Background: an optimization exercise with open tools, aiming at small area, a short achievable clock period and few clock cycles. Do not read the settings as production practice.
RTL that was checked went through simulation tests only; none was proved equivalent to the original.
Power is estimated from default activity; no workload was simulated.

build 96:
Design awx_draw, start of the top module:
module awx_draw (
    input  wire        clk,
    input  wire        rst,
    input  wire        cmd_valid,
    output wire        cmd_ready,
    input  wire [63:0] cmd_desc,
    input  wire [1:0]  cfg_orient,
    input  wire [2:0]  flag_clr,
    output wire        tx_valid,
    input  wire        tx_ready,
    output wire        tx_cmd,
    output wire [15:0] tx_data,
    input  wire        tx_idle,
    output reg  [13:0] win_remain,
    output reg  [2:0]  flags         
);
clock: 12.0 ns
lec_check: 0
cap_margin: 20
core_margin: 2
core_utilization: 40
place_density: 0.6
slew_margin: 20
standard.sh (not shown) runs the stock make flow with config.mk's settings and CLKGATE_MAP_FILE= SYNTH_SCRIPT=/design/flow/synth_recipe.tcl, a recipe that flattens the netlist after the stock synthesis.
==> flow/flow/run.sh <==
#!/bin/bash
set -euo pipefail
bash standard.sh finish SETUP_SLACK_MARGIN=8 \
    "BUFFER_PORTS_ARGS=-buffer_cell sky130_fd_sc_hd__buf_4" > make_flow.log 2>&1
Testbench counts of build 96, summed over its fixed seeds: cycles 348,010.
diff inputs: build 96 => build 17
--- a/flow/design.v
+++ b/flow/design.v
@@ -79,16 +79,14 @@
     reg        sx, sy, xmaj, stepm;
     reg        lfirst;
     reg [1:0]  edge_n;
     reg [2:0]  k;                
     reg        cdec;
     reg        gvalid;
-    reg [7:0]  gx, gy;
-    reg        gxh, gyh;         
-    wire       gon   = !gxh && !(gx[7] && (gx[6] || gx[5])) &&
-                       !gyh && !gy[7] && !(gy[6] && (gy[5] || gy[4]));
+    reg [10:0] gx, gy;
+    wire       gon   = !gx[10] && (gx < 11'd160) && !gy[10] && (gy < 11'd80);
     wire       gfree = !gvalid || !gon;
     wire       gpt   = gvalid && gon;
     reg        wreq, preq, cnt_act;
     reg        txv, tx_cmd_r, tx_col;
     reg [7:0]  tx_lo;
     reg [2:0]  eseq;
@@ -142,13 +140,13 @@
     wire [10:0] sx_sum = ax + (bx ^ {11{ix}}) + {10'd0, ix};
     wire [10:0] sy_sum = ay + (by ^ {11{iy}}) + {10'd0, iy};
     reg [11:0] be;
     reg        ie;
     always @(*) begin
         be = {2'b00, md}; ie = 1'b0;
-        if (gst == G_LS2 || gst == G_LS3) begin
+        if (gst == G_LS2) begin
             be = {2'b00, nd}; ie = 1'b1;
         end else if (gst == G_CIRC) begin
             if (k_first) begin be = {2'b00, r0, 1'b1}; ie = 1'b0; end
             else           begin be = {2'b00, r1, 1'b1}; ie = 1'b1; end
         end
     end
@@ -247,16 +245,14 @@
             if (rdy)
                 flags <= flags & ~flag_clr;
             if (gvalid && !gon)
                 flags[0] <= 1'b1;
             if (gwrite) begin
                 gvalid <= 1'b1;
-                gx     <= sx_sum[7:0];
-                gy     <= sy_sum[7:0];
-                gxh    <= (sx_sum[10:8] != 3'd0);
-                gyh    <= (sy_sum[10:8] != 3'd0);
+                gx     <= sx_sum;
+                gy     <= sy_sum;
             end else if ((fire && eseq == 3'd4 && ptw) || !gon) begin
                 gvalid <= 1'b0;
             end
             if (start_win && !ptw)
                 wreq <= 1'b0;
             if (start_pix)
@@ -381,16 +377,16 @@
                 G_LS1: begin
                     e   <= se;
                     gst <= G_LS2;
                 end
                 G_LS2: begin
                     stepm <= !se[11];
+                    if (!se[11]) e <= se;
                     gst <= G_LS3;
                 end
                 G_LS3: begin
-                    if (stepm) e <= se;
                     if (lmaj || stepm) r0 <= sx ? r0 - 9'd1 : r0 + 9'd1;
                     if (!lmaj || stepm) r1 <= sy ? r1 - 9'd1 : r1 + 9'd1;
                     gst <= G_LOUT;
                 end
                 G_CIRC: if (gfree) begin
                     k <= k_next;
Findings:
Diff build 96 -> build 17: post-layout instance area now larger; combinational fraction of design power now larger; first-pass iteration count of the detailed router now smaller; power share of the clock group comparable. In the reports for build 96 and build 17, the smaller area added between synthesis and finish belongs to build 96. The length of routed met3 wiring in build 17 sits 2.2% above the value recorded for build 96. Higher fraction of area in registers was reported by build 96, not build 17. The non-clock buffer instance count of the final layout in build 96 is 0.75 times that in build 17. In build 17 the global-route usage turned out 1.5 points higher than in build 96. Diff build 96 -> build 17: count of distinct cell types in the synthesized netlist higher; number of enable-type register cells in the synthesized netlist higher; number of top-level design ports roughly the same; total power higher.
Only the layout flow was run in build 17; the RTL was not checked for function there.

==> static timing again, ports no longer ideal <==
No port has a modelled driver above. Below, the same layouts with a new extraction and two added sets of constraints. Step 1, drivers: a clkbuf_16 drives clk and a buf_2 each remaining input, both assumed. Step 2 also shifts input and output timing later by t, the mid clock arrival at the registers, as if the neighbouring blocks saw the same clock. Three values: ideal, step 1, step 2; two values: the first two.
run	t (ns)	setup slack, ns	worst setup path at the end	latest minus earliest clock arrival (ns)	worst slew at a driven data input, ns
build 96	0.499	8.189 / 8.202 / 7.703	input to register	0.014 / 0.014	0.05
build 17	0.512	7.807 / 7.807 / 7.651	input to register	0.015 / 0.015	0.08
After both steps every run listed still meets setup and hold. For build 96, which loses most, drivers alone change the setup slack by +0.013 ns; drivers and shift together by -0.486 ns.
